This is an optimization exercise on Yosys and OpenROAD, whose aim is small area, a short achievable clock period and few clock cycles, not a production implementation. RTL that was checked went through simulation tests only; none was proved equivalent to the original. Power is estimated from default activity; no workload was simulated.

Setup of P:
Design sieve_engine, start of the top module:
module sieve_engine (
    input  wire        clk,
    input  wire        rst_n,
    input  wire        reg_we,
    input  wire [8:0]  reg_addr,
    input  wire [63:0] reg_wdata,
    output reg  [63:0] reg_rdata,
    input  wire [2:0]  win_addr,
    output wire [63:0] win_rdata,
    output wire        irq
);
    localparam [63:0] ID_VALUE = 64'h4743_3630_0007_0001;
    localparam E_OK = 4'd0, E_ILLEGAL = 4'd1, E_STATE = 4'd2, E_ARG = 4'd3,
               E_PRIME = 4'd4, E_DUP = 4'd5, E_RANGE = 4'd6, E_NOMEM = 4'd7,
               E_PDB_FULL = 4'd8;
    localparam K_RDREC = 2'd0, K_APPLY = 2'd1, K_SIEVE = 2'd2, K_CLS = 2'd3;
    function [4:0] rmap;                  
        input [5:0] r;
        begin
            case (r)
                6'd1:  rmap = {1'b1, 4'd0};
                6'd3:  rmap = {1'b1, 4'd1};
                6'd7:  rmap = {1'b1, 4'd2};
                6'd9:  rmap = {1'b1, 4'd3};
                6'd13: rmap = {1'b1, 4'd4};
  ...
export LEC_CHECK = 0
export CAP_MARGIN = 20
export CORE_MARGIN = 2
export CORE_UTILIZATION = 45
export SETUP_SLACK_MARGIN = 5
export SLEW_MARGIN = 20
export SYNTH_MEMORY_MAX_BITS = 16384
create_clock -name core_clock -period 12.0 [get_ports {clk}]
run.sh (not shown) runs the stock make flow with config.mk's settings and CLKGATE_MAP_FILE= SYNTH_SCRIPT=/design/flow/synth_recipe.tcl, a recipe that flattens the netlist after the stock synthesis.
Edits applied to the flow inputs when going from P to Q:
==> flow/flow/run.sh (new file) <==
#!/bin/bash
# The standard ORFS layout (the standard.sh), with two changes to how it is
# made: the port buffers that global placement inserts are plain buffers
# (buf_4) rather than the default pick, and timing repair aims for a larger
# setup margin. The SDC, clock period and every other step are unchanged.
set -euo pipefail
bash standard.sh "BUFFER_PORTS_ARGS=-buffer_cell sky130_fd_sc_hd__buf_4" SETUP_SLACK_MARGIN=5 finish > make.log 2>&1
==> flow/standard.sh (new file) <==
#!/bin/bash
# synth_recipe.tcl (not shown) runs the flow's synth.tcl, then flattens the netlist and writes it again
# the make line also repeats each setting of config.mk as NAME=value (left out here)
make -C /OpenROAD-flow-scripts/flow DESIGN_CONFIG=/design/flow/config.mk WORK_HOME=/design/flow/orfs CLKGATE_MAP_FILE= SYNTH_SCRIPT=/design/flow/synth_recipe.tcl "${@:-finish}"
removed: flow/run.sh
## What came out
- On global-route usage: between P and Q, it ends up higher for P.
- Comparing the two runs side by side, Q comes out ahead of P on final worst slack.
- Power consumed by combinational cells: Q > P
- Arrival time of data at the critical path endpoint, P and Q: lower on Q
- Going from P to Q, the global routing usage on met1 was found to have gone up by 0.41 points.
- Of P and Q, the higher smallest hold slack belongs to P.
- Looking at share of final-layout standard cells stronger than drive strength 1, Q sits 2.5 points lower than P does.
- Of the two values seen for slowest stage cell on the critical path, or4_4 was produced by P and dfrtp_2 by Q.
- Going from P to Q, final design area excluding fillers shrinks by about 4.4%.
- Of P and Q, the run reporting the higher power was Q.
No functional check of the RTL was part of any run of this note.


branch quartz:
Another version of the RTL of sieve_engine (not shown whole).
Size: about 490 flip-flops, roughly 210 I/O pins, roughly 0.056 mm² of cells after synthesis.
Settings: LEC_CHECK=0, CAP_MARGIN=20, CORE_MARGIN=2, CORE_UTILIZATION=50, SETUP_SLACK_MARGIN=5, SLEW_MARGIN=20, SYNTH_MEMORY_MAX_BITS=16384; clock period 12.0 ns.
standard.sh (not shown) runs the stock make flow with config.mk's settings and CLKGATE_MAP_FILE= SYNTH_SCRIPT=/design/flow/synth_recipe.tcl, a recipe that flattens the netlist after the stock synthesis.
==> flow/flow/run.sh <==
#!/bin/bash
# The standard ORFS layout (the standard.sh) with one change to how it is
# made: the port buffers that global placement inserts are plain buffers
# (buf_4) rather than the default pick. Everything else (SDC, clock period,
# the flow settings in config.mk) is the standard flow's. make's full output goes to
# make.log here; each ORFS step also writes its own log under orfs/logs.
set -euo pipefail
bash standard.sh "BUFFER_PORTS_ARGS=-buffer_cell sky130_fd_sc_hd__buf_4" finish > make.log 2>&1
Testbench counts of branch quartz, summed over its fixed seeds: cycles 1,206.
Input-level comparison between branch onyx and branch quartz:
- PLACE_DENSITY now 0.66, previously not set
[summary]
- branch onyx completed; timing, DRC and antenna clean
- branch onyx ends up with higher synthesis-to-layout area growth than branch quartz does.
- Diff branch quartz -> branch onyx: multi-input combinational cell count level, die area level, post-layout minimum cycle time moved down.
- Per the comparison of branch onyx with branch quartz, clock-buffer cell count went up by 9; number of buffers inserted during clock tree synthesis fell 1; maximum cell stage delay along the critical path moved down.

-- port drivers added, routing unchanged --
The flow's constraints put no driver on any port. The routed layouts listed below were extracted and timed again, unchanged, in two steps. Step 1, drivers: a clkbuf_16 drives clk and a buf_2 each remaining input, both assumed. Step 2 adds t to the input delays and takes it off the output delays; t is the mean of the earliest and latest rising clock arrival at the registers after step 1. Input paths then give back, and output paths get back, about the clock's delay inside the block. Slacks: no drivers / after step 1 / after step 2; pairs: no drivers / after step 1.
| run | shift t [ns] | setup slack, ns | clock arrival spread, ns |
|---|---|---|---|
| P | 0.733 | 2.894 / 2.894 / 2.894 | 0.109 / 0.109 |
| Q | 0.727 | 3.100 / 3.100 / 3.100 | 0.083 / 0.084 |
| branch quartz | 0.734 | 4.916 / 4.765 / 4.487 | 0.056 / 0.056 |
| branch onyx | 0.730 | 4.973 / 4.906 / 4.556 | 0.050 / 0.051 |
After both steps every run listed still meets setup and hold. For branch quartz, which loses most, drivers alone change the setup slack by -0.151 ns; drivers and shift together by -0.429 ns.
